Background: an optimization exercise with open tools, aiming at small area, a short achievable clock period and few clock cycles per item. Do not read the settings as production practice. Only simulation tests tie the RTL to the original design; equivalence was not proved. Power figures rest on the tool's default switching activity, not on a simulated workload.

==> flow/design.v <==
module twr_ranging (
    input  wire        clk,
    input  wire        rst,
    input  wire        in_valid,
    output wire        in_ready,
    input  wire [31:0] pt,
    input  wire [31:0] rr,
    input  wire [31:0] ft,
    input  wire [31:0] prx,
    input  wire [31:0] rtx,
    input  wire [31:0] frx,
    output wire        out_valid,
    input  wire        out_ready,
    output wire [31:0] tof,
    output wire        degen,
    output wire [31:0] ra,
    output wire [31:0] rb,
    output wire [31:0] da,
    output wire [31:0] db
);
    localparam integer K  = 4;           
    localparam integer NM = 32 / K;      
    localparam integer J1 = 16;          
    localparam integer W  = 34 + K;      
    localparam integer NR = 2 * K + 3;   
    localparam [1:0] S1_IDLE = 2'd0,
                     S1_MUL  = 2'd1,
                     S1_FIX  = 2'd2;
    localparam [1:0] S2_IDLE = 2'd0,
                     S2_DIV  = 2'd1,
                     S2_FIN  = 2'd2,
                     S2_DONE = 2'd3;
    reg  [1:0]  s1;
    reg  [2:0]  cnt1;
    reg  [31:0] ra_q, rb_q, da_q, db_q;
    reg  [31:0] x_q;      
    reg  [1:0]  dch_q;    
    reg         brb_q, bdb_q;    
    reg  [K-1:0] dr_q, dd_q;     
    reg  [33:0] h_q;      
    reg  [33:0] c_q;      
    reg         cl_q;     
    reg  [31:0] l_q;      
    reg  [1:0]  s2;
    reg  [3:0]  cnt2;
    reg         spec_q;   
    reg  [13:0] dhi_q;    
    reg  [31:0] ra_o, rb_o, da_o, db_o;
    reg  [33:0] den2;
    reg  [33:0] rem_q;    
    reg  [31:0] quo_q;    
    reg         neg_q;
    reg         degen_q;
    assign in_ready  = (s1 == S1_IDLE);
    wire   in_fire   = in_valid & in_ready;
    assign out_valid = (s2 == S2_DONE);
    wire   s2_free   = (s2 == S2_IDLE) | ((s2 == S2_DONE) & out_ready);
    wire   hand      = (s1 == S1_FIX) & s2_free;
    wire [31:0] ra_in, da_in;
    twr_sub32 u_ra (.a(rr), .b(pt), .y(ra_in));
    twr_sub32 u_da (.a(ft), .b(rr), .y(da_in));
    wire [K:0]   rbs = {1'b0, rb_q[2*K-1:K]} - {1'b0, x_q[2*K-1:K]} - {{K{1'b0}}, brb_q};
    wire [K:0]   dbs = {1'b0, x_q[2*K-1:K]} - {1'b0, db_q[2*K-1:K]} - {{K{1'b0}}, bdb_q};
    wire [K:0]   rb0 = {1'b0, frx[K-1:0]} - {1'b0, rtx[K-1:0]};
    wire [K:0]   db0 = {1'b0, rtx[K-1:0]} - {1'b0, prx[K-1:0]};
    wire [K-1:0] dr  = dr_q;
    wire [K-1:0] dd  = dd_q;
    wire [K-1:0] rad = ra_q[cnt1*K +: K];
    wire [K-1:0] dad = da_q[cnt1*K +: K];
    wire [K+1:0] dsum = {2'b00, rad} + {2'b00, dad} + {2'b00, dr} + {2'b00, dd} + {{K{1'b0}}, dch_q};
    reg  [W-1:0] rq [0:3*NR];
    reg  [W-1:0] ms, mc;
    integer hd, tl, j;
    always @* begin
        rq[0] = {{(W-34){1'b0}}, h_q};
        rq[1] = {{(W-34){1'b0}}, c_q};
        rq[2] = {{(W-K){1'b0}}, dd};
        for (j = 0; j < K; j = j + 1) begin
            rq[3 + 2*j] = {{(W-32){1'b0}}, ra_q & {32{dr[j]}}} << j;
            rq[4 + 2*j] = {{(W-32){1'b0}}, ~da_q & {32{dd[j]}}} << j;
        end
        for (j = NR; j <= 3*NR; j = j + 1) rq[j] = {W{1'b0}};
        hd = 0;
        tl = NR;
        for (j = 0; j < NR - 2; j = j + 1) begin
            rq[tl]     = rq[hd] ^ rq[hd+1] ^ rq[hd+2];
            rq[tl + 1] = ((rq[hd] & rq[hd+1]) | (rq[hd] & rq[hd+2]) | (rq[hd+1] & rq[hd+2])) << 1;
            hd = hd + 3;
            tl = tl + 2;
        end
        ms = rq[hd];
        mc = rq[hd+1];
    end
    wire [K:0] mlo = {1'b0, ms[K-1:0]} + {1'b0, mc[K-1:0]} + {{K{1'b0}}, cl_q};
    wire [34:0] hsum = {1'b0, h_q} + {1'b0, c_q} + {34'd0, cl_q} - {3'd0, db_q};
    wire        sgn  = hsum[32];
    wire [63:0] dvd  = {hsum[31:0], l_q} ^ {64{sgn}};
    wire [33:0] den1 = {dch_q, x_q};
    wire        rlt;
    twr_lt34 u_lt (.a(rem_q), .b(den2), .lt(rlt));
    wire        shrt = (dhi_q == 14'd0) && rlt;
    wire [35:0] dx  = {rem_q, quo_q[31:30]};
    wire [36:0] dq1 = {1'b0, dx} - {3'b000, den2};
    wire [36:0] dq2 = {1'b0, dx} - {2'b00, den2, 1'b0};
    wire [36:0] t3a = {1'b0, dx};
    wire [36:0] t3b = ~{3'b000, den2};
    wire [36:0] t3c = ~{2'b00, den2, 1'b0};
    wire [36:0] t3s = t3a ^ t3b ^ t3c;
    wire [36:0] t3k = {(t3a[35:0] & t3b[35:0]) | (t3a[35:0] & t3c[35:0]) | (t3b[35:0] & t3c[35:0]), 1'b0};
    wire [36:0] dq3 = t3s + t3k + 37'd2;
    wire [33:0] rem_n = ~dq3[36] ? dq3[33:0] : ~dq2[36] ? dq2[33:0] :
                        ~dq1[36] ? dq1[33:0] : dx[33:0];
    wire [31:0] quo_n = {quo_q[29:0], ~dq2[36], ~dq3[36] | (dq1[36] ^ dq2[36])};
    wire [33:0] fx   = rem_q ^ den2;
    wire [32:0] fc   = rem_q[32:0] & ~den2[32:0];
    wire        c_fix = fx[0] & ~|(fx[33:1] ^ fc);
    wire [31:0] nquo  = ~quo_q + 32'd1;
    wire [31:0] tof_n = ~neg_q ? quo_q : c_fix ? ~quo_q : nquo;
    always @(posedge clk) begin
        if (rst) begin
            s1 <= S1_IDLE;
            s2 <= S2_IDLE;
        end else begin
            case (s1)
                S1_MUL:  if (cnt1 == NM - 1) s1 <= S1_FIX;
                S1_FIX:  if (hand) s1 <= S1_IDLE;
                default: ;
            endcase
            if (in_fire)
                s1 <= S1_MUL;
            case (s2)
                S2_DIV:  if (cnt2 == 4'd15 && !(spec_q && !shrt)) s2 <= S2_FIN;
                S2_FIN:  s2 <= S2_DONE;
                S2_DONE: if (out_ready) s2 <= S2_IDLE;
                default: ;
            endcase
            if (hand)
                s2 <= S2_DIV;
        end
    end
    always @(posedge clk) begin
        c_q  <= 34'd0;
        cl_q <= 1'b0;
        case (s1)
            S1_MUL: begin
                rb_q  <= {dr, rb_q[31:K]};
                db_q  <= {dd, db_q[31:K]};
                x_q   <= {dsum[K-1:0], x_q[31:K]};
                dch_q <= dsum[K+1:K];
                brb_q <= rbs[K];
                bdb_q <= dbs[K];
                dr_q  <= rbs[K-1:0];
                dd_q  <= dbs[K-1:0];
                h_q   <= ms[W-1:K];
                c_q   <= mc[W-1:K];
                cl_q  <= mlo[K];
                l_q   <= {mlo[K-1:0], l_q[31:K]};
                cnt1  <= cnt1 + 3'd1;
            end
            S1_FIX: begin
                c_q  <= c_q;
                cl_q <= cl_q;
            end
            default: ;
        endcase
        if (in_fire) begin
            ra_q  <= ra_in;
            rb_q  <= frx;
            da_q  <= da_in;
            db_q  <= prx;
            x_q   <= rtx;
            dch_q <= 2'd0;
            brb_q <= rb0[K];
            bdb_q <= db0[K];
            dr_q  <= rb0[K-1:0];
            dd_q  <= db0[K-1:0];
            h_q   <= 34'd0;
            cnt1  <= 3'd0;
        end
    end
    always @(posedge clk) begin
        case (s2)
            S2_DIV: begin
                spec_q <= 1'b0;
                if (spec_q & ~shrt) begin
                    rem_q <= {2'b00, dhi_q, rem_q[33:16]};
                    quo_q <= {rem_q[15:0], quo_q[31:16]};
                    cnt2  <= 4'd0;
                end else begin
                    rem_q <= rem_n;
                    quo_q <= quo_n;
                    cnt2  <= cnt2 + 4'd1;
                end
            end
            S2_FIN: quo_q <= degen_q ? 32'd0 : tof_n;
            default: ;
        endcase
        if (hand) begin
            ra_o    <= ra_q;
            rb_o    <= rb_q;
            da_o    <= da_q;
            db_o    <= db_q;
            den2    <= den1;
            degen_q <= (den1 == 34'd0);
            neg_q   <= sgn;
            dhi_q   <= dvd[63:50];
            rem_q   <= dvd[49:16];
            quo_q   <= {dvd[15:0], 16'd0};
            spec_q  <= 1'b1;
            cnt2    <= 16 - J1 / 2;
        end
    end
    assign tof   = quo_q;
    assign degen = degen_q;
    assign ra    = ra_o;
    assign rb    = rb_o;
    assign da    = da_o;
    assign db    = db_o;
endmodule
module twr_sub32 (
    input  wire [31:0] a,
    input  wire [31:0] b,
    output wire [31:0] y
);
    assign y = a - b;
endmodule
module twr_lt34 (
    input  wire [33:0] a,
    input  wire [33:0] b,
    output wire        lt
);
    assign lt = a < b;
endmodule
==> flow/flow/run.sh <==
#!/bin/bash
set -euo pipefail
bash standard.sh SETUP_SLACK_MARGIN=8 "BUFFER_PORTS_ARGS=-buffer_cell sky130_fd_sc_hd__buf_1" finish > make_finish.log 2>&1
==> flow/standard.sh <==
#!/bin/bash
# synth_recipe.tcl (not shown) runs the flow's synth.tcl, then flattens the netlist and writes it again
# the make line also repeats each setting of config.mk as NAME=value (left out here)
make -C /OpenROAD-flow-scripts/flow DESIGN_CONFIG=/design/flow/config.mk WORK_HOME=/design/flow/orfs CLKGATE_MAP_FILE= SYNTH_SCRIPT=/design/flow/synth_recipe.tcl "${@:-finish}"
==> flow/config.mk <==
export PLATFORM = sky130hd
export DESIGN_NAME = twr_ranging
export DESIGN_NICKNAME = twr_ranging
export VERILOG_FILES = /design/flow/design.v
export SDC_FILE = /design/flow/constraint.sdc
export NUM_CORES = 4
export LEC_CHECK = 0
export CAP_MARGIN = 20
export CORE_MARGIN = 2
export CORE_UTILIZATION = 60
export PLACE_DENSITY = 0.7
export SETUP_SLACK_MARGIN = 5
export SLEW_MARGIN = 20
export SYNTH_HIERARCHICAL = 1
export SYNTH_MINIMUM_KEEP_SIZE = 0
export TNS_END_PERCENT = 0
==> flow/constraint.sdc <==
create_clock -name core_clock -period 13.0 [get_ports {clk}]
set_input_delay 2.6000 -clock core_clock [delete_from_list [all_inputs] [get_ports {clk}]]
set_output_delay 2.6000 -clock core_clock [all_outputs]
set_load 0.01 [all_outputs]
==> results of run 1 <==
-- stage by stage --
stage | area [um2] | setup slack, ns | hold WS [ns] | std cells | utilization, %
6_report | 50300 | 8.11 | 0.421 | 6057 | 66.3
5_1_grt | 50300 | 7.91 | 0.429 | 6057 | 66.3
4_1_cts | 50200 | 7.92 | 0.423 | 6043 | 66.2
3_5_place_dp | 48100 | 7.23 | 0.408 | 5928 | 63.4
3_3_place_gp | 48100 | 7.26 | 0.401 | 5928 | 63.4
2_1_floorplan | 45900 | 7.42 | 0.400 | 4713 | -
-- cell families (layout without fill, tap and decap cells) --
family	Yosys count	in the layout	synth area share, %
compound gates	952	952	13.3
xor+xnor	291	291	5.58
fa+ha+maj	723	723	25.3
buf+inv	849	1210	7.28
flops	527	527	33.1
mux	58	58	1.71
other cells	0	4	0
simple gates	1313	1314	13.7
-- power groups by stage --
stage / clock, mW / combinational [mW] / sequential [mW]
after floorplan: 0 / 4.16 / 2.43
after global placement: 0 / 5.36 / 2.58
after detailed placement: 0 / 5.50 / 2.58
after CTS: 1.82 / 5.54 / 2.55
after global routing: 1.87 / 6.34 / 2.57
final: 1.80 / 5.57 / 2.55
-- state kept, by name (all words and copies together), names as in the netlist, 3 cells and up --
| name | count |
|---|---|
| x_q | 32 |
| cnt1 | 3 |
| cnt2 | 4 |
| dr_q | 4 |
| rb_o | 32 |
| da_o | 32 |
| rem_q | 34 |
| h_q | 33 |
| rb_q | 32 |
| dd_q | 4 |
| ra_o | 32 |
| db_q | 32 |
| l_q | 32 |
| dhi_q | 14 |
| db_o | 32 |
| den2 | 34 |
| c_q | 33 |
| da_q | 32 |
| quo_q | 32 |
| ra_q | 32 |
-- placed cells by master (no fill, tap or decap), types with 66 or more instances in the layout --
cell / netlist / final
fa_1: 342 / 342
a21oi_1: 324 / 324
buf_1: 14 / 358
edfxtp_1: 464 / 464
xnor2_1: 224 / 224
ha_1: 381 / 381
inv_1: 693 / 692
o21ai_0: 181 / 181
nand2_1: 526 / 523
nor2_1: 236 / 235
a21o_1: 90 / 90
xor2_1: 66 / 66
and2_1: 172 / 171
nor2b_1: 91 / 91
-- path summary, 6_finish.rpt --
check / from / end / slack (ns) / cells after the start
max reg2reg: quo_q[31] / rem_q[2] / 8.11 / 19
max: quo_q[31] / rem_q[2] / 8.11 / 19
min: rb_q[1] / rb_o[1] / 0.42 / 0
min reg2reg: rb_q[1] / rb_o[1] / 0.42 / 0
-- per-module statistics from Yosys (local to each module, per instance) --
module	area (um2)	cells	times used
twr_ranging	41500	4069	1
twr_sub32	1820	265	2
twr_lt34	825	114	1
-- critical path, delay by kind of cell, from the launching register on --
kind,cells,cell delay (ns)
AOI/OAI and AO/OA,9,1.92
adders and majority gates,4,1.39
DFF,1,0.52
buffers and inverters,5,0.51
and+or+nand+nor,1,0.23
-- routing by layer --
metal  share of wire (%)  up-vias  GRT usage (%)
met5               0.017        -              0
met4                 6.4        4           18.6
met3                 7.0      397           5.40
met2                  48     1428           57.9
met1                  38    17200           43.0
li1                    -    16700              -
-- layout make-up --
type / instances / area, um2 / area share (%)
multi-input cells: 3338 / 27500 / 54.6
flip-flops and latches: 527 / 15200 / 30.2
well taps: 978 / 1220 / 2.43
clock buffers: 69 / 1590 / 3.15
repair buffers: 399 / 1670 / 3.32
diodes: 4 / 10.0 / 0.0199
inverters: 697 / 2650 / 5.27
clock inverters: 45 / 502 / 0.997
-- repair_timing --
item	in CTS	in global routing
endpoints found under the setup margin	22	49
buffers inserted	1	9
resized for setup	2	13
pin swaps	1	1
hold endpoints to repair	0	0
cloned	0	1
==> flow_metrics.tcl, run 1 <==
set metrics [dict create \
    antenna_found_initial 7 \
    rsz0062_at_grt "yes" \
    num-nets-final 5942 \
    place.detailed.hpwl_um 104000 \
    period_share_pct 37.6 \
    max_freq_ghz 0.204 \
    htree_levels 2 \
    total_power_mw 9.92 \
    netlist_area_um2 45900 \
    p_sw_share_pct 43.7 \
    seq_area_frac_synth_pct 33.1 \
    clkTransAtPathRegs_ns 0.07 \
    n_fill_cell 6233 \
    coreArea_um2 75800 \
    grt_pass1_wl_um 207000 \
    combPwrFrac_pct 56.1 \
    maxSlewViolCount 0 \
    min_period_ns 4.89 \
    place_congestion 1.02 \
    p_seq_share_pct 25.7 \
    ios 359 \
    post-route-drc-count 0 \
    p_sw_mw 4.34 \
    ctsHoldBuffers 0 \
    synth_flop_cell "edfxtp_1" \
    critPathSlowestCell "fa_1" \
    end_kind "flip-flop" \
    syn-num-nets 5632 \
    ant_nets 0 \
    clock_latency_ns 0.66 \
    dieArea_um2 78800 \
    setup_tns_ns 0 \
    worst_slew_pin_slew_ns 1.14 \
    cp_max_fo 6 \
    path_class "reg2reg" \
    drv_cap 0 \
    io_buffer_count 358 \
    cpMostUsedCell "inv_1" \
    die_h_um 281 \
    p_per_area_nw_per_um2 197 \
    synth_top_cell_by_area "edfxtp_1" \
    routed_wl_um 136000 \
    firstDrtPassIters 9 \
    netlist_instances 4713 \
    grt_max_degree 124 \
    grt_overflow 0 \
    via_per_inst 5.89 \
    ys_warn_count 8 \
    tritoncts "built" \
    drive_gt1_share_pct 5.10 \
    clkPwrFrac_pct 18.2 \
    synthTopCellsByArea "edfxtp_1 (30%), fa_1 (15%), ha_1 (10%)" \
    drt-initial-drc-count 2972 \
    max-slew-margin-rel_pct 22.9 \
    outcome "complete, no violations" \
    cts_max_path_buffers 3 \
    grtUsageTotal_pct 34.5 \
    start_util_pct 60.6 \
    post-synth-top-count-cell "inv_1" \
    p_int_mw 5.58 \
    yosys.area.top_type_share_pct 30.3 \
    power.ir.vdd_worst_mv 0.143 \
    finalSetupViolCount 0 \
    ys_ff_latch 527 \
    p_leak_nw 21.9 \
    grt_pass1_vias 35800 \
    cts_sinks 527 \
    synth_common_cells "inv_1 (693), nand2_1 (526), edfxtp_1 (464)" \
    synthToLayoutAreaGrowth_pct 9.50 \
    die_w_um 281 \
    synth_area_per_cell_um2 9.75 \
    worstPathCellList "fa_1 > inv_1 > ha_1 > inv_1 > ha_1 > inv_1 > fa_1 > and2b_1 > o31a_2 > o21a_1 > a311o_2 > a41oi_2 > a21oi_2 > o211ai_1 > buf_4 > buf_4 > a211o_1 > o2111ai_1 > a22oi_1" \
    rows 101 \
    vias 35700 \
    skew_ns 0.0322 \
    final_hold_viol_count 0 \
    synth_enable_flop_cells 464 \
    cts_root_buf "clkbuf_16" \
    cpPeakStageDelay_ns 0.57 \
    detail_route.wl_per_cell_um 22.5 \
    cp.required_ns 13.37 \
    cp.arrival_ns 5.26 \
    cts_buffers 60 \
    synth_cell_types 105 \
    startpoint_type "flip-flop" \
    min_path_type "reg2reg" \
    async_flop_share_pct 0 \
]
Testbench counts, summed over its fixed seeds: cycles 3,280, items 320.
==> inputs of run 2 (changes only) <==
--- a/flow/config.mk
+++ b/flow/config.mk
@@ -7,8 +7,8 @@
 export LEC_CHECK = 0
 export CAP_MARGIN = 20
 export CORE_MARGIN = 2
-export CORE_UTILIZATION = 60
-export PLACE_DENSITY = 0.7
+export CORE_UTILIZATION = 70
+export PLACE_DENSITY = 0.8
 export SETUP_SLACK_MARGIN = 5
 export SLEW_MARGIN = 20
 export SYNTH_HIERARCHICAL = 1
==> run 2 against run 1 <==
Maximum frequency shrank 2.8%. Critical path type unchanged. Still clean. Largest cell class unchanged. Combinational power grew 2%. Via count grew 2.9%. Highest routed layer unchanged.
==> flow_metrics.tcl, run 2 <==
set metrics [dict create \
    synthTopCellsByArea "edfxtp_1 (30%), fa_1 (15%), ha_1 (10%)" \
    drv_cap 0 \
    ys_ff_latch 527 \
    maxSlewViolCount 0 \
    min_path_type "reg2reg" \
    critPathSlowestCell "fa_1" \
    p_leak_nw 21.8 \
    worstPathCellList "fa_1 > inv_1 > ha_1 > ha_1 > inv_1 > fa_1 > and2b_1 > o31a_2 > o21a_1 > a311o_2 > a41oi_4 > and3_4 > o211ai_1 > buf_4 > a211o_1 > a21oi_1 > o22ai_1" \
    cts_buffers 56 \
    path_buf_inv 3 \
    die_h_um 260 \
    period_share_pct 38.7 \
    die_w_um 260 \
    ff2ff_setup_slack_ns 7.97 \
    power.ir.vdd_worst_mv 0.136 \
    post-route-drc-count 0 \
    ctsHoldBuffers 0 \
    detail_route.wl_per_cell_um 23.0 \
    place.detailed.hpwl_um 102000 \
    dieArea_um2 67700 \
    cp_top_family "compound AO/OA/AOI/OAI gates" \
    highest_layer "met5" \
    ys_warn_count 8 \
    cp.required_ns 13.34 \
    synth_enable_flop_cells 464 \
    yosys.area.top_type_share_pct 30.3 \
    p_int_mw 5.56 \
    antenna_found_initial 5 \
    start_util_pct 71.0 \
    cts_root_buf "clkbuf_16" \
    p_sw_share_pct 43.9 \
    vias 36800 \
    grt_max_degree 139 \
    mostFrequentLayoutCell "inv_1" \
    startpoint_type "flip-flop" \
    finalSetupViolCount 0 \
    rows 93 \
    largestRegisters "den2 x34, rem_q x34" \
    synth_area_per_cell_um2 9.75 \
    layout.area.seq_um2 15200 \
    cpPeakStageDelay_ns 0.57 \
    min_period_ns 5.03 \
    grt_pass1_wl_um 207000 \
    drt-initial-drc-count 3772 \
    worst_slew_pin_slew_ns 1.07 \
    wirelength_met1_um 47800 \
    multiInputGateArea_um2 27500 \
    hp-start "rb_q[2]" \
    grtUsageTotal_pct 40.2 \
    outcome "complete, no violations" \
    skew_ns 0.0349 \
    routed_wl_um 136000 \
    netlist_area_um2 45900 \
    synth_common_cells "inv_1 (693), nand2_1 (526), edfxtp_1 (464)" \
    synth_top_cell_by_area "edfxtp_1" \
    regToRegStartpoint "den2[1]" \
    place_congestion 1.05 \
    syn-num-nets 5632 \
    post-synth-top-count-cell "inv_1" \
    holdPathEnd "rb_o[2]" \
    n_fill_cell 4500 \
    cts_sinks 527 \
    final_area_um2 50000 \
    p_per_area_nw_per_um2 198 \
    grt_pass1_vias 36400 \
    netlist_instances 4713 \
    seq_area_frac_synth_pct 33.1 \
    p_seq_share_pct 25.6 \
    synth_flop_cell "edfxtp_1" \
    htree_levels 2 \
    layout_common_cells "inv_1 (691), nand2_1 (523), edfxtp_1 (464)" \
    clkTransAtPathRegs_ns 0.07 \
    holdWs_ns 0.428 \
    grt_overflow 0 \
    final_core_util_pct 77.3 \
    dpl_cell_area_um2 47900 \
    end_kind "flip-flop" \
    p_sw_mw 4.36 \
    setup_tns_ns 0 \
    cp.arrival_ns 5.37 \
    async_flop_share_pct 0 \
    synth_cell_types 105 \
    max_freq_ghz 0.199 \
    path_class "reg2reg" \
    final_hold_viol_count 0 \
    wl_met2_um 65600 \
    io_buffer_count 358 \
    combPwrFrac_pct 57.0 \
    coreArea_um2 64700 \
    clock_latency_ns 0.64 \
    num-nets-final 5930 \
    cts_max_path_buffers 3 \
    cp_max_fo 6 \
    firstDrtPassIters 8 \
    via_per_inst 6.21 \
    min_path_cells 0 \
    total_power_mw 9.92 \
    met3_length_um 12900 \
    max-slew-margin-rel_pct 28.6 \
    drive_gt1_share_pct 4.73 \
    ant_nets 0 \
    clkPwrFrac_pct 17.3 \
    r2r_end "rem_q[11]" \
    tritoncts "built" \
    ios 359 \
    rsz0062_at_grt "yes" \
    reg2regPathDepth 17 \
    synthToLayoutAreaGrowth_pct 8.84 \
]
-- run 2: cell counts after synthesis --
Identical to the previous run, type by type.
-- run 2: per-layer routing --
metal  up-vias  global-route usage (%)
li1      16600                       -
met2      2028                    67.0
met4         2                    24.4
met1     17600                    48.4
met3       499                    7.87
met5         -                       0
-- run 2: how the worst max path moves through the flow --
stage               startpoint        end  cells after the start
floorplan             in_valid    da_q[0]                      4
global placement     out_ready  rem_q[23]                      8
detailed placement   out_ready  rem_q[23]                      8
CTS                    den2[1]  rem_q[12]                     18
global route           den2[1]  rem_q[11]                     17
finish                 den2[1]  rem_q[11]                     17
-- run 2: timing repair --
action | CTS | global route
gates resized for setup | 4 | 12
buffers inserted | 0 | 3
pin swaps | 0 | 4
cloned | 0 | 1
hold endpoints to repair | 0 | 0
endpoints found under the setup margin | 67 | 85
-- run 2: per-module statistics from Yosys (local to each module, per instance) --
module,cell area (um2),cells inside
twr_ranging,41500,4069
twr_lt34,825,114
twr_sub32,1820,265
-- run 2: cells by family after synthesis --
group / Yosys count / synth area share, %
multiplexers: 58 / 1.71
AO/OA/AOI/OAI: 952 / 13.3
AND/OR/NAND/NOR: 1313 / 13.7
adder cells (fa/ha/maj): 723 / 25.3
XOR/XNOR: 291 / 5.58
flip-flops: 527 / 33.1
buffers and inverters: 849 / 7.28
-- run 2: power by group through the flow --
stage | combinational [mW] | clock (mW) | sequential, mW
after floorplan | 4.16 | 0 | 2.43
after global placement | 5.25 | 0 | 2.56
after detailed placement | 5.47 | 0 | 2.56
after CTS | 5.59 | 1.73 | 2.53
after global routing | 6.39 | 1.78 | 2.56
final | 5.66 | 1.72 | 2.54
-- run 2: stage by stage --
step                worst slack [ns]  cells
detailed placement              6.84   5803
global placement                6.90   5803
finish                          7.97   5917
global route                    7.83   5917
floorplan                       7.42   4713
CTS                             7.88   5908
-- run 2: cell type report --
cell class | instances | share of cell area (%)
multi-input combinational | 3338 | 55.0
sequential | 527 | 30.4
inverter | 697 | 5.29
timing repair buffer | 391 | 3.24
clock buffer | 66 | 2.94
tap | 855 | 2.14
clock inverter | 39 | 1.03
antenna | 4 | 0.0200
==> inputs of run 3 (changes only) <==
--- a/flow/design.v
+++ b/flow/design.v
@@ -22,7 +22,7 @@
     localparam integer NM = 32 / K;      
     localparam integer J1 = 16;          
     localparam integer W  = 34 + K;      
-    localparam integer NR = 2 * K + 3;   
+    localparam integer NR = 2 * K + 4;   
     localparam [1:0] S1_IDLE = 2'd0,
                      S1_MUL  = 2'd1,
                      S1_FIX  = 2'd2;
@@ -44,7 +44,6 @@
     reg  [1:0]  s2;
     reg  [3:0]  cnt2;
     reg         spec_q;   
-    reg  [13:0] dhi_q;    
     reg  [31:0] ra_o, rb_o, da_o, db_o;
     reg  [33:0] den2;
     reg  [33:0] rem_q;    
@@ -75,6 +74,7 @@
         rq[0] = {{(W-34){1'b0}}, h_q};
         rq[1] = {{(W-34){1'b0}}, c_q};
         rq[2] = {{(W-K){1'b0}}, dd};
+        rq[2*K+3] = {{(W-32-K){1'b0}}, ~dd, 32'd0};
         for (j = 0; j < K; j = j + 1) begin
             rq[3 + 2*j] = {{(W-32){1'b0}}, ra_q & {32{dr[j]}}} << j;
             rq[4 + 2*j] = {{(W-32){1'b0}}, ~da_q & {32{dd[j]}}} << j;
@@ -92,13 +92,11 @@
         mc = rq[hd+1];
     end
     wire [K:0] mlo = {1'b0, ms[K-1:0]} + {1'b0, mc[K-1:0]} + {{K{1'b0}}, cl_q};
-    wire [34:0] hsum = {1'b0, h_q} + {1'b0, c_q} + {34'd0, cl_q} - {3'd0, db_q};
-    wire        sgn  = hsum[32];
+    wire [34:0] hsum = {1'b0, h_q} + {1'b0, c_q} + {34'd0, cl_q} + 35'd1;
+    wire        sgn  = ~hsum[32];
     wire [63:0] dvd  = {hsum[31:0], l_q} ^ {64{sgn}};
     wire [33:0] den1 = {dch_q, x_q};
-    wire        rlt;
-    twr_lt34 u_lt (.a(rem_q), .b(den2), .lt(rlt));
-    wire        shrt = (dhi_q == 14'd0) && rlt;
+    wire        shrt = (quo_q[13:0] == 14'd0) && (rem_q < den2);
     wire [35:0] dx  = {rem_q, quo_q[31:30]};
     wire [36:0] dq1 = {1'b0, dx} - {3'b000, den2};
     wire [36:0] dq2 = {1'b0, dx} - {2'b00, den2, 1'b0};
@@ -183,7 +181,7 @@
             S2_DIV: begin
                 spec_q <= 1'b0;
                 if (spec_q & ~shrt) begin
-                    rem_q <= {2'b00, dhi_q, rem_q[33:16]};
+                    rem_q <= {2'b00, quo_q[13:0], rem_q[33:16]};
                     quo_q <= {rem_q[15:0], quo_q[31:16]};
                     cnt2  <= 4'd0;
                 end else begin
@@ -203,9 +201,8 @@
             den2    <= den1;
             degen_q <= (den1 == 34'd0);
             neg_q   <= sgn;
-            dhi_q   <= dvd[63:50];
             rem_q   <= dvd[49:16];
-            quo_q   <= {dvd[15:0], 16'd0};
+            quo_q   <= {dvd[15:0], 2'b00, dvd[63:50]};
             spec_q  <= 1'b1;
             cnt2    <= 16 - J1 / 2;
         end
@@ -224,10 +221,3 @@
 );
     assign y = a - b;
 endmodule
-module twr_lt34 (
-    input  wire [33:0] a,
-    input  wire [33:0] b,
-    output wire        lt
-);
-    assign lt = a < b;
-endmodule
--- a/flow/config.mk
+++ b/flow/config.mk
@@ -7,8 +7,8 @@
 export LEC_CHECK = 0
 export CAP_MARGIN = 20
 export CORE_MARGIN = 2
-export CORE_UTILIZATION = 70
-export PLACE_DENSITY = 0.8
+export CORE_UTILIZATION = 60
+export PLACE_DENSITY = 0.7
 export SETUP_SLACK_MARGIN = 5
 export SLEW_MARGIN = 20
 export SYNTH_HIERARCHICAL = 1
==> run 3 against run 2 <==
Still clean on timing, DRC and antenna. Global-route usage decreased by 6.2 points. Cell area fell by 2.2%. Core utilization is 10 points lower.
==> flow_metrics.tcl, run 3 <==
set metrics [dict create \
    cp.required_ns 13.46 \
    cp_max_fo 11 \
    largestRegisters "c_q x34, den2 x34, rem_q x34" \
    outcome "complete, no violations" \
    startpoint_type "flip-flop" \
    worstPathCellList "fa_1 > inv_1 > ha_1 > ha_2 > inv_1 > fa_1 > nand2b_4 > a211oi_2 > or3b_4 > a311o_2 > a311oi_4 > o41a_1 > xnor2_4 > buf_12 > buf_16 > a21oi_1 > a221o_1 > a22oi_1" \
    synthToLayoutAreaGrowth_pct 10.0 \
    mostFrequentLayoutCell "inv_1" \
    ys_ff_latch 514 \
    end_kind "flip-flop" \
    synth_cell_types 98 \
    grt_pass1_wl_um 202000 \
    power.ir.vdd_worst_mv 0.165 \
    stdcell_count 5890 \
    dieArea_um2 76200 \
    netlist_instances 4585 \
    synth_top_cell_by_area "edfxtp_1" \
    max-slew-margin-rel_pct 19.7 \
    ios 359 \
    period_share_pct 38.8 \
    n_fill_cell 5962 \
    htree_levels 2 \
    finalSetupViolCount 0 \
    vias 34800 \
    skew_ns 0.0236 \
    yosys.area.top_type_share_pct 31.4 \
    cts_max_path_buffers 3 \
    start_util_pct 60.8 \
    synth_flop_cell "edfxtp_1" \
    routed_wl_um 130000 \
    synth_area_per_cell_um2 9.69 \
    final_area_um2 48900 \
    cp.arrival_ns 5.50 \
    rsz0062_at_grt "yes" \
    async_flop_share_pct 0 \
    drive_gt1_share_pct 4.95 \
    grt_max_degree 141 \
    firstDrtPassIters 6 \
    detail_route.wl_per_cell_um 22.1 \
    grt_overflow 0 \
    syn-num-nets 5496 \
    coreArea_um2 73100 \
    clkTransAtPathRegs_ns 0.06 \
    total_power_mw 12.0 \
    seq_area_frac_synth_pct 33.6 \
    startpoint "den2[1]" \
    cp_top_family "compound AO/OA/AOI/OAI gates" \
    synth_common_cells "inv_1 (651), nand2_1 (555), edfxtp_1 (465)" \
    num-nets-final 5794 \
    die_h_um 276 \
    netlist_area_um2 44400 \
    min_period_ns 5.04 \
    synthTopCellsByArea "edfxtp_1 (31%), fa_1 (15%), ha_1 (11%)" \
    antenna_found_initial 0 \
    synth_enable_flop_cells 465 \
    ff2ff_setup_slack_ns 7.96 \
    ant_nets 0 \
    via_per_inst 5.92 \
    p_per_area_nw_per_um2 246 \
    path_buf_inv 4 \
    io_buffer_count 358 \
    cpPeakStageDelay_ns 0.57 \
    grt_pass1_vias 34900 \
    place_inst 5773 \
    post-route-drc-count 0 \
    worst_slew_pin_slew_ns 1.19 \
    min_path_cells 0 \
    clock_latency_ns 0.63 \
    holdPathEnd "rb_o[0]" \
    post-synth-top-count-cell "inv_1" \
    final_hold_viol_count 0 \
    cts_sinks 514 \
    regToRegStartpoint "den2[1]" \
    p_leak_nw 21.3 \
    place.detailed.hpwl_um 99800 \
    critPathSlowestCell "fa_1" \
    holdWs_ns 0.418 \
    ctsHoldBuffers 0 \
    rows 99 \
    path_class "reg2reg" \
    dpl_cell_area_um2 46700 \
    drt-initial-drc-count 2934 \
    cts_root_buf "clkbuf_16" \
    diodes 0 \
    layout_common_cells "inv_1 (648), nand2_1 (551), edfxtp_1 (465)" \
    maxSlewViolCount 0 \
    r2r_end "rem_q[10]" \
    grtUsageTotal_pct 34.0 \
    pre_cts_slack_ns 7.38 \
    finalWorstSetupSlack_ns 7.96 \
    reg2regPathDepth 18 \
    min_path_type "reg2reg" \
    place_congestion 1.02 \
    drv_cap 0 \
    final_core_util_pct 66.9 \
    setup_tns_ns 0 \
    die_w_um 276 \
    cts_buffers 58 \
    ys_warn_count 8 \
    tritoncts "built" \
    max_freq_ghz 0.198 \
    hp-start "rb_q[0]" \
]
run 3: cell types whose count changed after synthesis, moves of 16 or more:
cell / previous run / this run
xor2_1: 66 / 113
nor2b_1: 91 / 27
mux2i_1: 37 / 21
nand2b_1: 37 / 66
clkbuf_1: 102 / 132
and2_1: 172 / 109
inv_1: 693 / 651
nor2_1: 236 / 313
a211oi_1: 26 / 48
nand2_1: 526 / 555
xnor2_1: 224 / 178
run 3: cell families (layout without fill, tap and decap cells):
group	count (synthesis)	after routing	synth area share [%]
muxes	43	43	1.44
DFF	514	514	33.6
adders and majority gates	715	715	25.7
and+or+nand+nor	1293	1293	13.4
xor gates and xnor gates	292	292	5.77
buffers and inverters	816	1162	6.97
AOI/OAI and AO/OA	912	912	13.1
run 3: Yosys stat by module, one instance, submodules excluded:
| module | flops+latches | times used |
|---|---|---|
| twr_sub32 | 0 | 2 |
| twr_ranging | 514 | 1 |
run 3: power by group:
group          total, mW  switching (mW)  internal, mW  leakage, nW
sequential          2.70           0.416          2.29         4.87
clock               1.68           0.709         0.972        0.927
combinational       7.63            4.55          3.07         15.5
run 3: how the worst max path moves through the flow:
stage                      endpoint  depth (start not counted)  slack, ns
after CTS                 rem_q[29]                         17       7.94
after global routing      rem_q[14]                         18       7.82
final                     rem_q[10]                         18       7.96
after global placement     ra_q[27]                          4       7.48
after floorplan             da_q[0]                          4       7.51
after detailed placement  rem_q[22]                         20       7.38
run 3: layout make-up:
class | instances | area (um2) | area share, %
clock buffer | 69 | 1510 | 3.10
timing repair buffer | 398 | 1750 | 3.58
inverter | 656 | 2480 | 5.07
clock inverter | 39 | 415 | 0.850
multi-input combinational | 3255 | 26600 | 54.4
sequential | 514 | 14900 | 30.6
tap | 959 | 1200 | 2.45
run 3: what timing repair did:
| action | 4_1_cts | 5_1_grt |
|---|---|---|
| cloned | 2 | 1 |
| buffers inserted | 4 | 1 |
| setup endpoints to repair | 35 | 44 |
| pin swaps | 7 | 5 |
| gates resized for setup | 19 | 17 |
run 3: per-layer routing:
metal  global-route usage [%]  vias up  part of all wire (%)
li1                         -    16200                     -
met1                     43.6    16900                    40
met2                     55.5     1484                    46
met3                     5.97      319                   7.8
met4                     17.7        0                   6.0
met5                        0        -                     0
Testbench counts of run 3, summed over its fixed seeds: cycles 3,280, items 320.
==> inputs of run 4 (changes only) <==
--- a/flow/design.v
+++ b/flow/design.v
@@ -55,9 +55,8 @@
     assign out_valid = (s2 == S2_DONE);
     wire   s2_free   = (s2 == S2_IDLE) | ((s2 == S2_DONE) & out_ready);
     wire   hand      = (s1 == S1_FIX) & s2_free;
-    wire [31:0] ra_in, da_in;
-    twr_sub32 u_ra (.a(rr), .b(pt), .y(ra_in));
-    twr_sub32 u_da (.a(ft), .b(rr), .y(da_in));
+    wire [31:0] ra_in = rr - pt;
+    wire [31:0] da_in = ft - rr;
     wire [K:0]   rbs = {1'b0, rb_q[2*K-1:K]} - {1'b0, x_q[2*K-1:K]} - {{K{1'b0}}, brb_q};
     wire [K:0]   dbs = {1'b0, x_q[2*K-1:K]} - {1'b0, db_q[2*K-1:K]} - {{K{1'b0}}, bdb_q};
     wire [K:0]   rb0 = {1'b0, frx[K-1:0]} - {1'b0, rtx[K-1:0]};
@@ -214,10 +213,3 @@
     assign da    = da_o;
     assign db    = db_o;
 endmodule
-module twr_sub32 (
-    input  wire [31:0] a,
-    input  wire [31:0] b,
-    output wire [31:0] y
-);
-    assign y = a - b;
-endmodule
--- a/flow/config.mk
+++ b/flow/config.mk
@@ -5,12 +5,11 @@
 export SDC_FILE = /design/flow/constraint.sdc
 export NUM_CORES = 4
 export LEC_CHECK = 0
+export ABC_CLOCK_PERIOD_IN_PS = 4000
 export CAP_MARGIN = 20
 export CORE_MARGIN = 2
 export CORE_UTILIZATION = 60
 export PLACE_DENSITY = 0.7
 export SETUP_SLACK_MARGIN = 5
 export SLEW_MARGIN = 20
-export SYNTH_HIERARCHICAL = 1
-export SYNTH_MINIMUM_KEEP_SIZE = 0
 export TNS_END_PERCENT = 0
==> run 4 against run 3 <==
Setup slack better by 0.032 ns. Non-clock buffer count is 1 lower. Via count is 1.7% lower. Synthesized area shrank 0.50%. Synthesized cell count down 1.2%. Sequential share of layout area increased by 0.22 points. Clock power shrank 4%. First-iteration DRC count shrank 11%. Core utilization shrank 0.36 points. Cell area shrank 0.70%. Worst hold slack worse by 0.00062 ns. Largest power group unchanged. Highest routed layer unchanged.
==> flow_metrics.tcl, run 4 <==
set metrics [dict create \
    outcome "complete, no violations" \
    syn-num-nets 5442 \
    end_kind "flip-flop" \
    worst_slew_pin_slew_ns 1.17 \
    layout.area.seq_um2 14900 \
    netlist_instances 4531 \
    grt_max_degree 88 \
    synth_top_cell_by_area "edfxtp_1" \
    cp_max_fo 5 \
    netlist_area_um2 44200 \
    wl_met2_um 58200 \
    grtUsageTotal_pct 33.2 \
    firstDrtPassIters 8 \
    wirelength_met1_um 50100 \
    highest_layer "met4" \
    drive_gt1_share_pct 4.58 \
    p_per_area_nw_per_um2 171 \
    clock_latency_ns 0.64 \
    synth_common_cells "inv_1 (656), nand2_1 (532), edfxtp_1 (465)" \
    num-nets-final 5752 \
    mostFrequentLayoutCell "inv_1" \
    max-slew-margin-rel_pct 21.9 \
    period_share_pct 38.5 \
    setup_tns_ns 0 \
    post-synth-top-count-cell "inv_1" \
    cts_buffers 56 \
    place_congestion 1.04 \
    async_flop_share_pct 0 \
    synth_cell_types 90 \
    vias 34300 \
    min_path_type "reg2reg" \
    rsz0062_at_grt "yes" \
    cts_max_path_buffers 3 \
    combPwrFrac_pct 52.6 \
    ys_ff_latch 514 \
    grt_pass1_vias 33900 \
    coreArea_um2 73000 \
    ys_warn_count 2 \
    final_hold_viol_count 0 \
    skew_ns 0.0207 \
    yosys.area.top_type_share_pct 31.6 \
    p_int_mw 4.82 \
    ff2ff_setup_slack_ns 8.03 \
    via_per_inst 5.86 \
    ios 359 \
    min_period_ns 5.01 \
    clkTransAtPathRegs_ns 0.06 \
    routed_wl_um 125000 \
    dpl_cell_area_um2 46400 \
    synth_area_per_cell_um2 9.76 \
    ant_nets 0 \
    power.ir.vdd_worst_mv 0.137 \
    cp.arrival_ns 5.39 \
    start_util_pct 60.6 \
    htree_levels 2 \
    finalSetupViolCount 0 \
    cpPeakStageDelay_ns 0.41 \
    largestRegisters "c_q x34, den2 x34, rem_q x34" \
    hp-start "rb_q[2]" \
    p_sw_mw 3.49 \
    synth_flop_cell "edfxtp_1" \
    cp.required_ns 13.38 \
    dieArea_um2 75900 \
    drt-initial-drc-count 2598 \
    final_area_um2 48500 \
    p_sw_share_pct 42.0 \
    path_buf_inv 2 \
    cts_sinks 514 \
    layout_common_cells "inv_1 (655), nand2_1 (530), edfxtp_1 (465)" \
    clkPwrFrac_pct 19.4 \
    path_class "in2reg" \
    grt_overflow 0 \
    met3_length_um 9180 \
    drv_cap 0 \
    startpoint_type "input pin" \
    startpoint "rr[0]" \
    io_buffer_count 358 \
    seq_area_frac_synth_pct 33.8 \
    antenna_found_initial 1 \
    grt_pass1_wl_um 193000 \
    tritoncts "built" \
    n_fill_cell 5992 \
    cp_top_family "compound AO/OA/AOI/OAI gates" \
    rows 99 \
    post-route-drc-count 0 \
    critPathSlowestCell "or3_1" \
    worstPathCellList "buf_1 > inv_1 > ha_1 > fa_1 > nor2b_1 > o31a_1 > or3_1 > a32o_2 > o311ai_4 > a31oi_2 > a41oi_2 > o21bai_1 > a21oi_1 > xnor2_1" \
    synthToLayoutAreaGrowth_pct 9.79 \
    detail_route.wl_per_cell_um 21.4 \
    die_w_um 275 \
    maxSlewViolCount 0 \
    synth_enable_flop_cells 465 \
    p_leak_nw 21.1 \
    place.detailed.hpwl_um 97000 \
    synthTopCellsByArea "edfxtp_1 (32%), fa_1 (15%), ha_1 (11%)" \
    regToRegStartpoint "den2[0]" \
    cts_root_buf "clkbuf_16" \
    p_seq_share_pct 28.0 \
    multiInputGateArea_um2 26400 \
    die_h_um 275 \
    max_freq_ghz 0.200 \
]
==> run 4: cell count changes after synthesis, sizes merged, moves of 15 or more <==
| cell | delta |
|---|---|
| xor2 | -15 |
| a21oi | -37 |
| nand2 | -24 |
| nand4 | -16 |
==> run 4: worst register-to-register path: cells and delay by family (launching register included) <==
family                     cells  cell delay (ns)
DFF                            1             0.51
and+or+nand+nor                4             0.68
AOI/OAI and AO/OA              6             1.61
buffers and inverters          5             0.56
adders and majority gates      4             1.32
==> run 4: worst paths after layout <==
kind               end  depth (start not counted)
max           ra_q[28]                         14
min            rb_o[2]                          0
max reg2reg  rem_q[26]                         19
min reg2reg    rb_o[2]                          0
==> run 4: final cells by class <==
type | count | share of cell area [%]
tap | 959 | 2.47
antenna | 1 | 0.00516
multi-input combinational | 3211 | 54.3
clock inverter | 44 | 0.905
clock buffer | 61 | 2.93
sequential | 514 | 30.8
timing repair buffer | 397 | 3.44
inverter | 661 | 5.14
==> run 4: power by group through the flow <==
stage,Clock [mW],Sequential [mW],Combinational [mW]
after floorplan,0,2.26,3.28
after global placement,0,2.35,4.23
after detailed placement,0,2.35,4.36
after CTS,1.63,2.32,4.40
after global routing,1.69,2.34,5.14
final,1.61,2.33,4.37
==> run 4: metal layers <==
layer,up-vias,global-route usage (%)
met3,328,6.05
met1,16500,42.6
met4,0,18.9
met2,1375,53.2
met5,-,0
li1,16100,-
==> run 4: through the flow <==
stage | hold slack [ns] | util, % | setup slack (ns) | power (mW) | instances
6_report | 0.418 | 66.5 | 7.99 | 8.31 | 5848
5_1_grt | 0.424 | 66.5 | 7.89 | 9.17 | 5847
4_1_cts | 0.419 | 66.3 | 7.96 | 8.35 | 5842
3_5_place_dp | 0.405 | 63.6 | 6.88 | 6.71 | 5734
3_3_place_gp | 0.401 | 63.6 | 6.95 | 6.58 | 5734
2_1_floorplan | 0.400 | - | 7.58 | 5.54 | 4531
==> run 4: kinds of logic (layout without fill, tap and decap cells) <==
family / count (synthesis) / after routing / synth area share, %
other: 0 / 1 / 0
muxes: 45 / 45 / 1.48
xor gates and xnor gates: 279 / 279 / 5.53
adders and majority gates: 715 / 715 / 25.9
and+or+nand+nor: 1278 / 1279 / 13.3
DFF: 514 / 514 / 33.8
AOI/OAI and AO/OA: 893 / 893 / 12.9
buffers and inverters: 807 / 1163 / 7.11
==> run 4: repair_timing <==
item,CTS,global route
setup buffers,2,5
cloned,1,0
gates resized for setup,16,19
endpoints found under the setup margin,76,130
hold buffers,0,0
pin swaps,1,3
Testbench counts of run 4, summed over its fixed seeds: cycles 3,280, items 320.
==> inputs of run 5 (changes only) <==
--- a/flow/design.v
+++ b/flow/design.v
@@ -55,8 +55,29 @@
     assign out_valid = (s2 == S2_DONE);
     wire   s2_free   = (s2 == S2_IDLE) | ((s2 == S2_DONE) & out_ready);
     wire   hand      = (s1 == S1_FIX) & s2_free;
-    wire [31:0] ra_in = rr - pt;
-    wire [31:0] da_in = ft - rr;
+    function [31:0] sub32;
+        input [31:0] a;
+        input [31:0] b;
+        reg [31:0] p, g, pp, gg, c;
+        integer lv, i;
+        begin
+            p  = a ^ ~b;
+            g  = a & ~b;
+            g[0] = g[0] | p[0];
+            pp = p;
+            gg = g;
+            for (lv = 0; lv < 5; lv = lv + 1)
+                for (i = 0; i < 32; i = i + 1)
+                    if (i[lv]) begin
+                        gg[i] = gg[i] | (pp[i] & gg[((i >> lv) << lv) - 1]);
+                        pp[i] = pp[i] & pp[((i >> lv) << lv) - 1];
+                    end
+            c = {gg[30:0], 1'b1};
+            sub32 = p ^ c;
+        end
+    endfunction
+    wire [31:0] ra_in = sub32(rr, pt);
+    wire [31:0] da_in = sub32(ft, rr);
     wire [K:0]   rbs = {1'b0, rb_q[2*K-1:K]} - {1'b0, x_q[2*K-1:K]} - {{K{1'b0}}, brb_q};
     wire [K:0]   dbs = {1'b0, x_q[2*K-1:K]} - {1'b0, db_q[2*K-1:K]} - {{K{1'b0}}, bdb_q};
     wire [K:0]   rb0 = {1'b0, frx[K-1:0]} - {1'b0, rtx[K-1:0]};
==> run 5 against run 4 <==
Register-to-register slack worse by 0.05 ns. Routed wire length decreased by 1.5%. Synthesized area fell by 1.6%. Still clean on timing, DRC and antenna. Setup slack got worse by 0.012 ns. Synthesized cell count fell by 3.4%. Combinational power increased by 13%. Count of clock-buffer cells in the layout increased by 8. Sequential power grew 3%. Sequential share of layout area grew 0.41 points. Via count down 2.9%.
==> flow_metrics.tcl, run 5 <==
set metrics [dict create \
    ys_ff_latch 514 \
    coreArea_um2 71600 \
    dieArea_um2 74700 \
    async_flop_share_pct 0 \
    clock_latency_ns 0.63 \
    synth_area_per_cell_um2 9.94 \
    power.ir.vdd_worst_mv 0.159 \
    grt_max_degree 92 \
    vias 33300 \
    netlist_instances 4377 \
    cpPeakStageDelay_ns 0.58 \
    synth_flop_cell "edfxtp_1" \
    skew_ns 0.0301 \
    path_buf_inv 2 \
    grt_pass1_vias 33600 \
    drv_cap 0 \
    critPathSlowestCell "fa_1" \
    cts_max_path_buffers 3 \
    worst_slew_pin_slew_ns 1.10 \
    start_util_pct 60.8 \
    outcome "complete, no violations" \
    seq_area_frac_synth_pct 34.4 \
    period_share_pct 38.6 \
    worstPathCellList "fa_1 > inv_1 > ha_1 > ha_1 > a21o_1 > or4_1 > o22ai_1 > o31ai_1 > buf_4 > a211oi_4 > mux2i_4 > or2_4 > o21ai_0 > a31oi_1 > o22ai_1" \
    p_leak_nw 21.0 \
    grt_pass1_wl_um 192000 \
    firstDrtPassIters 6 \
    end_kind "flip-flop" \
    routed_wl_um 123000 \
    finalSetupViolCount 0 \
    max_freq_ghz 0.199 \
    synth_cell_types 83 \
    layout_common_cells "inv_1 (676), nand2_1 (543), edfxtp_1 (465)" \
    min_path_type "reg2reg" \
    min_period_ns 5.02 \
    synth_common_cells "inv_1 (677), nand2_1 (547), edfxtp_1 (465)" \
    place_congestion 0.979 \
    cp.required_ns 13.35 \
    yosys.area.top_type_share_pct 32.1 \
    die_w_um 273 \
    reg2regPathDepth 15 \
    p_per_area_nw_per_um2 188 \
    startpoint_type "flip-flop" \
    max-slew-margin-rel_pct 26.6 \
    synthToLayoutAreaGrowth_pct 10.1 \
    cts_root_buf "clkbuf_16" \
    rsz0062_at_grt "yes" \
    ant_nets 0 \
    cp_top_family "compound AO/OA/AOI/OAI gates" \
    die_h_um 273 \
    synth_top_cell_by_area "edfxtp_1" \
    cp.arrival_ns 5.37 \
    cp_max_fo 6 \
    grtUsageTotal_pct 33.4 \
    n_fill_cell 5881 \
    drive_gt1_share_pct 4.59 \
    detail_route.wl_per_cell_um 21.7 \
    min_path_cells 0 \
    grt_overflow 0 \
    final_hold_viol_count 0 \
    post-route-drc-count 0 \
    post-synth-top-count-cell "inv_1" \
    num-nets-final 5616 \
    largestRegisters "c_q x34, den2 x34, rem_q x34" \
    syn-num-nets 5294 \
    antenna_found_initial 1 \
    ios 359 \
    ys_warn_count 2 \
    holdWs_ns 0.419 \
    synth_enable_flop_cells 465 \
    place.detailed.hpwl_um 94600 \
    path_class "reg2reg" \
    cts_buffers 57 \
    cts_sinks 514 \
    htree_levels 2 \
    mostFrequentLayoutCell "inv_1" \
    maxSlewViolCount 0 \
    io_buffer_count 358 \
    setup_tns_ns 0 \
    tritoncts "built" \
    critical_path_depth 15 \
    rows 98 \
    via_per_inst 5.84 \
    diodes 0 \
    clkTransAtPathRegs_ns 0.06 \
    synthTopCellsByArea "edfxtp_1 (32%), fa_1 (16%), ha_1 (11%)" \
    netlist_area_um2 43500 \
    drt-initial-drc-count 2774 \
]
## run 5: cell types whose count changed after synthesis, moves of 12 or more
cell / delta
mux2i_1: +22
a21boi_0: +21
nor2_1: -66
inv_1: +21
xnor2_1: +12
o21ai_0: -46
xor2_1: -15
a211oi_1: -23
nand2_1: +15
a21oi_1: -52
o221ai_1: +12
## run 5: final cells by class
type                            instances  area, um2  share of cell area [%]
Multi-Input combinational cell       3038      25600                    53.4
Sequential cell                       514      14900                    31.2
Inverter                              682       2570                    5.37
Timing Repair Buffer                  406       1720                    3.59
Clock buffer                           69       1480                    3.09
Tap cell                              950       1190                    2.48
Clock inverter                         37        425                   0.888
## run 5: where the power goes
group / switching, mW / internal [mW] / total, mW
Clock: 0.689 / 0.973 / 1.66
Combinational: 2.90 / 2.03 / 4.93
Sequential: 0.254 / 2.15 / 2.40
Total: 3.84 / 5.15 / 8.99
## run 5: per-layer routing
| layer | share of wire (%) | wire length [um] | GRT usage, % | vias up |
|---|---|---|---|---|
| li1 | - | - | - | 15500 |
| met4 | 5.8 | 7210 | 17.1 | 0 |
| met2 | 47 | 58400 | 54.8 | 1297 |
| met1 | 40 | 49500 | 43.1 | 16200 |
| met5 | 0 | 0 | 0 | - |
| met3 | 6.8 | 8350 | 5.29 | 328 |
## run 5: worst paths after layout
path / startpoint / end / slack [ns]
min reg2reg: rb_q[3] / rb_o[3] / 0.42
max reg2reg: den2[6] / rem_q[16] / 7.98
max: den2[6] / rem_q[16] / 7.98
min: rb_q[3] / rb_o[3] / 0.42
## run 5: what timing repair did
item                       4_1_cts  5_1_grt
setup endpoints to repair       51      151
buffers inserted                 6        7
pin swaps                        3        4
hold buffers                     0        0
gates cloned                     0        1
resized for setup               13       27
## run 5: cell families (layout without fill, tap and decap cells)
| kind of cell | count (synthesis) | after routing | synth area share, % |
|---|---|---|---|
| XOR/XNOR | 276 | 276 | 5.56 |
| adder cells (fa/ha/maj) | 721 | 721 | 26.6 |
| AND/OR/NAND/NOR | 1202 | 1203 | 12.7 |
| flip-flops | 514 | 514 | 34.4 |
| multiplexers | 69 | 69 | 2.06 |
| AO/OA/AOI/OAI | 769 | 769 | 11.5 |
| buffers and inverters | 826 | 1194 | 7.28 |
## run 5: metrics by stage
| step | std cells | util [%] | area, um2 | power (mW) | setup WS [ns] |
|---|---|---|---|---|---|
| 4_1_cts | 5688 | 66.7 | 47700 | 9.02 | 7.95 |
| 3_3_place_gp | 5576 | 63.9 | 45700 | 7.14 | 6.92 |
| 2_1_floorplan | 4377 | - | 43500 | 5.99 | 7.51 |
| 6_report | 5696 | 66.9 | 47900 | 8.99 | 7.98 |
| 5_1_grt | 5696 | 66.9 | 47900 | 9.90 | 7.92 |
| 3_5_place_dp | 5576 | 63.9 | 45700 | 7.33 | 6.87 |
Testbench counts of run 5, summed over its fixed seeds: cycles 3,280, items 320.
==> inputs of run 6 (changes only) <==
--- a/flow/config.mk
+++ b/flow/config.mk
@@ -8,8 +8,8 @@
 export ABC_CLOCK_PERIOD_IN_PS = 4000
 export CAP_MARGIN = 20
 export CORE_MARGIN = 2
-export CORE_UTILIZATION = 60
-export PLACE_DENSITY = 0.7
+export CORE_UTILIZATION = 55
+export PLACE_DENSITY = 0.65
 export SETUP_SLACK_MARGIN = 5
 export SLEW_MARGIN = 20
 export TNS_END_PERCENT = 0
==> run 6 against run 5 <==
Highest routed layer is now met5. Still clean. First-iteration DRC count is 8.5% lower. Worst hold slack barely moved. Non-clock buffer count is 6 lower. Global-route usage fell by 2.8 points. Critical endpoint is now ra_q[17]. Count of clock-buffer cells in the layout decreased by 8. Cell area about the same. Critical path type is now in2reg. Synthesized cell count unchanged. Sequential power about the same. Via count decreased by 1.6%. Largest power group unchanged.
==> flow_metrics.tcl, run 6 <==
set metrics [dict create \
    outcome "complete, no violations" \
    n_fill_cell 6814 \
    grtUsageTotal_pct 30.6 \
    synth_flop_cell "edfxtp_1" \
    period_share_pct 38.6 \
    power.ir.vdd_worst_mv 0.159 \
    routed_wl_um 124000 \
    path_class "in2reg" \
    wirelength_met1_um 50200 \
    dieArea_um2 81400 \
    place.detailed.hpwl_um 95900 \
    max_freq_ghz 0.199 \
    min_path_type "reg2reg" \
    regToRegStartpoint "rem_q[5]" \
    synthToLayoutAreaGrowth_pct 10.2 \
    ios 359 \
    mostFrequentLayoutCell "inv_1" \
    die_h_um 285 \
    synth_simple_gate_area_share_pct 12.7 \
    layout.area.seq_um2 14900 \
    grt_overflow 0 \
    drv_cap 0 \
    layout_common_cells "inv_1 (676), nand2_1 (545), edfxtp_1 (465)" \
    largestRegisters "c_q x34, den2 x34, rem_q x34" \
    startpoint "pt[7]" \
    multiInputGateArea_um2 25500 \
    synth_enable_flop_cells 465 \
    die_w_um 285 \
    clkTransAtPathRegs_ns 0.06 \
    rows 103 \
    end_kind "flip-flop" \
    cts_sinks 514 \
    seq_area_frac_synth_pct 34.4 \
    maxSlewViolCount 0 \
    synth_top_family_by_area "adder cells" \
    setup_tns_ns 0 \
    cp.required_ns 13.36 \
    grt_pass1_vias 33300 \
    antenna_found_initial 2 \
    vias 32700 \
    synthTopCellsByArea "edfxtp_1 (32%), fa_1 (16%), ha_1 (11%)" \
    cp.arrival_ns 5.37 \
    drt-initial-drc-count 2537 \
    final_core_util_pct 61.0 \
    cts_max_path_buffers 3 \
    synth_xor_area_share_pct 5.56 \
    num-nets-final 5608 \
    p_per_area_nw_per_um2 187 \
    coreArea_um2 78600 \
    post-synth-top-count-cell "inv_1" \
    synth_top_cell_by_area "edfxtp_1" \
    synthAdderAreaFrac_pct 26.6 \
    grt_pass1_wl_um 192000 \
    ant_nets 0 \
    detail_route.wl_per_cell_um 21.5 \
    syn-num-nets 5294 \
    place_congestion 0.999 \
    drive_gt1_share_pct 4.49 \
    netlist_area_um2 43500 \
    skew_ns 0.0318 \
    hp-start "db_q[0]" \
    cts_root_buf "clkbuf_16" \
    final_hold_viol_count 0 \
    startpoint_type "input pin" \
    ys_warn_count 2 \
    yosys.area.top_type_share_pct 32.1 \
    pre_cts_slack_ns 6.64 \
    synth_cell_types 83 \
    firstDrtPassIters 6 \
    yosys-mux-area-fraction_pct 2.06 \
    rsz0062_at_grt "yes" \
    diodes 0 \
    ctsHoldBuffers 0 \
    tritoncts "built" \
    synth_compound_area_share_pct 11.5 \
    cp_max_fo 4 \
    wl_met2_um 60000 \
    post-route-drc-count 0 \
    met3_length_um 7600 \
    highest_layer "met5" \
    via_per_inst 5.65 \
    min_period_ns 5.02 \
    netlist_instances 4377 \
    start_util_pct 55.3 \
    htree_levels 2 \
    grt_max_degree 96 \
    ys_ff_latch 514 \
    synth_common_cells "inv_1 (677), nand2_1 (547), edfxtp_1 (465)" \
    io_buffer_count 358 \
    async_flop_share_pct 0 \
    cts_buffers 56 \
    synth_area_per_cell_um2 9.94 \
    clock_latency_ns 0.63 \
    p_leak_nw 21.0 \
    worst_slew_pin_slew_ns 1.26 \
    finalSetupViolCount 0 \
    max-slew-margin-rel_pct 15.7 \
    finalWorstSetupSlack_ns 7.98 \
]
==> run 6: changes by cell type in the layout (fill, tap and decap cells not counted), moves of 3 or more <==
cell,before,now
clkbuf_1,11,3
a21oi_2,4,1
clkbuf_8,3,0
buf_4,45,37
clkinv_4,1,4
clkinv_2,10,18
==> run 6: kinds of logic (layout without fill, tap and decap cells) <==
family	after synthesis	count (layout)
xor gates and xnor gates	276	276
DFF	514	514
adders and majority gates	721	721
buffers and inverters	826	1188
muxes	69	69
and+or+nand+nor	1202	1202
AOI/OAI and AO/OA	769	769
==> run 6: cell type report <==
| type | count | area share [%] |
|---|---|---|
| Clock inverter | 45 | 0.877 |
| Inverter | 682 | 5.37 |
| Multi-Input combinational cell | 3037 | 53.3 |
| Timing Repair Buffer | 400 | 3.52 |
| Sequential cell | 514 | 31.2 |
| Clock buffer | 61 | 3.05 |
| Tap cell | 1050 | 2.74 |
==> run 6: worst max-delay path, stage by stage <==
cell and delay [ns]:
buf_1 0.06, inv_1 0.04, ha_1 0.33, a21o_1 0.17, a21o_1 0.17, a221o_1 0.33, or3_1 0.39, o2111ai_1 0.24
a21boi_0 0.18, or2_2 0.32, fa_1 0.38, xor2_1 0.16
==> run 6: repair_timing <==
action | 4_1_cts | 5_1_grt
pin swaps | 2 | 3
buffers inserted | 3 | 6
setup endpoints to repair | 178 | 206
gates resized for setup | 11 | 26
==> run 6: routing by layer <==
metal	global-route usage (%)	vias to the layer above
met2	51.8	1133
li1	-	15400
met3	4.40	283
met1	38.8	15900
met4	14.5	2
met5	0	-
==> run 6: power by group <==
group	switching [mW]	internal (mW)
Combinational	2.87	2.02
Sequential	0.263	2.15
Clock	0.710	0.938
Total	3.85	5.11
==> run 6: final timing paths <==
path              depth (start not counted)  slack, ns   endpoint
setup reg to reg                         16       8.11  rem_q[13]
hold reg to reg                           0       0.42    db_o[0]
setup / recovery                         12       7.98   ra_q[17]
hold / removal                            0       0.42    db_o[0]
==> run 6: stage by stage <==
stage          power, mW  std cells  area (um2)  hold slack (ns)
4_1_cts             9.00       5783       47800            0.421
2_1_floorplan       5.99       4377       43500            0.400
6_report            8.95       5789       47900            0.418
3_5_place_dp        7.31       5674       45900            0.406
3_3_place_gp        7.21       5674       45900            0.403
5_1_grt             9.86       5789       47900            0.427
==> inputs of run 7 (changes only) <==
==> flow/flow/run.sh (replaced) <==
#!/bin/bash
set -euo pipefail
bash standard.sh SETUP_SLACK_MARGIN=8.4 "BUFFER_PORTS_ARGS=-buffer_cell sky130_fd_sc_hd__buf_1" finish > make_finish.log 2>&1
--- a/flow/config.mk
+++ b/flow/config.mk
@@ -8,8 +8,8 @@
 export ABC_CLOCK_PERIOD_IN_PS = 4000
 export CAP_MARGIN = 20
 export CORE_MARGIN = 2
-export CORE_UTILIZATION = 55
-export PLACE_DENSITY = 0.65
+export CORE_UTILIZATION = 60
+export PLACE_DENSITY = 0.7
 export SETUP_SLACK_MARGIN = 5
 export SLEW_MARGIN = 20
 export TNS_END_PERCENT = 0
==> run 7 against run 6 <==
Cell count is 1.5% lower. Maximum frequency is 4.0% higher. Register-to-register slack better by 0.15 ns. Clock power hardly changed. Critical path type unchanged. Critical endpoint is now ra_q[31]. Sequential share of layout area is 0.11 points lower. Synthesized cell count stayed put. Non-clock buffer count is 15 higher. Routed wire length is 2.1% lower. Worst hold slack better by 0.0042 ns. Sequential cell count stayed put. Sequential power hardly changed.
==> flow_metrics.tcl, run 7 <==
set metrics [dict create \
    outcome "complete, no violations" \
    p_leak_nw 21.1 \
    reg2regPathDepth 20 \
    synth_enable_flop_cells 465 \
    yosys.area.top_type_share_pct 32.1 \
    max_freq_ghz 0.207 \
    layout_common_cells "inv_1 (675), nand2_1 (544), edfxtp_1 (465)" \
    via_per_inst 5.80 \
    grtUsageTotal_pct 32.7 \
    coreArea_um2 71600 \
    num-nets-final 5623 \
    final_hold_viol_count 0 \
    netlist_area_um2 43500 \
    finalSetupViolCount 0 \
    clkTransAtPathRegs_ns 0.06 \
    cts_sinks 514 \
    finalWorstSetupSlack_ns 8.18 \
    use_met2_pct 54.7 \
    synthToLayoutAreaGrowth_pct 10.6 \
    place.detailed.hpwl_um 92800 \
    die_h_um 273 \
    post-route-drc-count 0 \
    ant_nets 0 \
    pre_cts_slack_ns 6.88 \
    cts_max_path_buffers 3 \
    antenna_found_initial 0 \
    final_core_util_pct 67.2 \
    synth_area_per_cell_um2 9.94 \
    grt_overflow 0 \
    skew_ns 0.0506 \
    setup_tns_ns 0 \
    dieArea_um2 74700 \
    cp.arrival_ns 5.17 \
    min_path_type "reg2reg" \
    htree_levels 2 \
    clock_latency_ns 0.65 \
    min_period_ns 4.82 \
    synth_cell_types 83 \
    io_buffer_count 358 \
    largestRegisters "c_q x34, den2 x34, rem_q x34" \
    drv_cap 0 \
    worst_slew_pin_slew_ns 1.07 \
    grt.busiest_layer "met2" \
    grt_pass1_wl_um 188000 \
    met1_usage_pct 42.0 \
    routed_wl_um 122000 \
    place_congestion 0.963 \
    cp.required_ns 13.34 \
    cts_buffers 56 \
    die_w_um 273 \
    min_path_cells 0 \
    stdcell_count 5702 \
    synth_top_cell_by_area "edfxtp_1" \
    cts_root_buf "clkbuf_16" \
    n_fill_cell 5891 \
    place_inst 5576 \
    synthTopCellsByArea "edfxtp_1 (32%), fa_1 (16%), ha_1 (11%)" \
    netlist_instances 4377 \
    grtUsageMet3_pct 4.97 \
    async_flop_share_pct 0 \
    power.ir.vdd_worst_mv 0.165 \
    p_per_area_nw_per_um2 187 \
    detail_route.wl_per_cell_um 21.3 \
    total_power_mw 9.00 \
    max-slew-margin-rel_pct 28.8 \
    start_util_pct 60.8 \
    firstDrtPassIters 8 \
    vias 33100 \
    ys_warn_count 2 \
    seq_area_frac_synth_pct 34.4 \
    drt-initial-drc-count 2599 \
    syn-num-nets 5294 \
    mostFrequentLayoutCell "inv_1" \
    ctsHoldBuffers 0 \
    tritoncts "built" \
    drive_gt1_share_pct 5.11 \
    cp_max_fo 4 \
    synth_common_cells "inv_1 (677), nand2_1 (547), edfxtp_1 (465)" \
    maxSlewViolCount 0 \
    grt_max_degree 133 \
    grt_pass1_vias 33400 \
    path_class "in2reg" \
    post-synth-top-count-cell "inv_1" \
    rsz0062_at_grt "yes" \
    rows 98 \
    end_kind "flip-flop" \
    ios 359 \
    synth_flop_cell "edfxtp_1" \
    ys_ff_latch 514 \
    period_share_pct 37.1 \
    startpoint_type "input pin" \
]
-- run 7: worst max-delay path, stage by stage --
cell,delay (ns)
buf_1,0.06
inv_1,0.06
ha_4,0.25
a21o_1,0.15
a21o_1,0.17
a221o_1,0.33
or3_4,0.38
o21ba_4,0.24
o21ai_4,0.17
a211oi_2,0.09
or3_4,0.42
a21oi_4,0.15
xnor2_1,0.08
-- run 7: logic make-up after synthesis --
kind of cell / count (synthesis) / synth area share [%]
AOI/OAI and AO/OA: 769 / 11.5
xor gates and xnor gates: 276 / 5.56
adders and majority gates: 721 / 26.6
buffers and inverters: 826 / 7.28
DFF: 514 / 34.4
muxes: 69 / 2.06
and+or+nand+nor: 1202 / 12.7
-- run 7: final cells by class --
cell class | count | area, um2 | area share [%]
Clock inverter | 32 | 405 | 0.842
Tap cell | 950 | 1190 | 2.47
Multi-Input combinational cell | 3037 | 25700 | 53.4
Timing Repair Buffer | 415 | 1830 | 3.79
Inverter | 682 | 2580 | 5.36
Antenna cell | 1 | 2.50 | 0.00520
Clock buffer | 71 | 1500 | 3.11
Sequential cell | 514 | 14900 | 31.1
-- run 7: metal layers --
layer	share of wire (%)	vias to the layer above	wire length, um
met5	0	-	0
li1	-	15500	-
met1	40	16100	48500
met4	5.3	0	6410
met3	6.8	294	8290
met2	48	1227	58500
-- run 7: report_power, final --
group	leakage [nW]	switching, mW	internal, mW
clock	0.932	0.692	0.962
sequential	4.86	0.253	2.15
combinational	15.3	2.90	2.04
-- run 7: what timing repair did --
item | 4_1_cts | 5_1_grt
setup endpoints to repair | 226 | 229
pin swaps | 8 | 7
resized for setup | 34 | 29
cloned | 0 | 1
setup buffers | 13 | 8
-- run 7: worst paths after layout --
| kind | from | endpoint | slack [ns] |
|---|---|---|---|
| max | pt[7] | ra_q[31] | 8.18 |
| min reg2reg | db_q[2] | db_o[2] | 0.42 |
| min | db_q[2] | db_o[2] | 0.42 |
| max reg2reg | den2[0] | rem_q[25] | 8.26 |
-- run 7: per-stage QoR --
step,hold WS (ns),area [um2]
6_report,0.423,48100
5_1_grt,0.437,48100
4_1_cts,0.426,47900
3_5_place_dp,0.410,45800
3_3_place_gp,0.403,45800
2_1_floorplan,0.400,43600

-- re-timing with driven ports --
No port has a modelled driver above. Below, the same layouts with a new extraction and two added sets of constraints.
Step 1 assumes that a clkbuf_16 drives the clock port and a buf_2 every other input.
Step 2, shift: input delay + t, output delay - t, t = (earliest + latest rising clock arrival at the registers) / 2. This alone moves slack from input paths to output paths.
a / b / c = no drivers / after step 1 / after step 2; a / b = the first two.
| run | shift t [ns] | slack for setup (ns) | hold WS [ns] | latest minus earliest clock arrival (ns) | pins driven straight from the clock port |
|---|---|---|---|---|---|
| run 1 | 0.707 | 8.109 / 8.109 / 7.459 | 0.421 / 0.421 / 0.421 | 0.033 / 0.032 | 1 |
| run 2 | 0.686 | 7.967 / 7.967 / 7.308 | 0.428 / 0.428 / 0.428 | 0.037 / 0.037 | 1 |
| run 3 | 0.685 | 7.961 / 7.961 / 7.491 | 0.418 / 0.418 / 0.418 | 0.024 / 0.023 | 1 |
| run 4 | 0.693 | 7.993 / 8.034 / 7.341 | 0.418 / 0.418 / 0.418 | 0.020 / 0.020 | 1 |
| run 5 | 0.682 | 7.981 / 7.981 / 7.374 | 0.419 / 0.419 / 0.419 | 0.032 / 0.032 | 1 |
| run 6 | 0.688 | 7.984 / 8.036 / 7.348 | 0.418 / 0.418 / 0.418 | 0.032 / 0.032 | 1 |
| run 7 | 0.684 | 8.176 / 8.213 / 7.529 | 0.423 / 0.423 / 0.423 | 0.052 / 0.053 | 1 |
After both steps setup and hold are still met in every run listed. The setup slack of run 2, which loses most, moves by 0.000 ns with the drivers and by -0.659 ns with both steps.
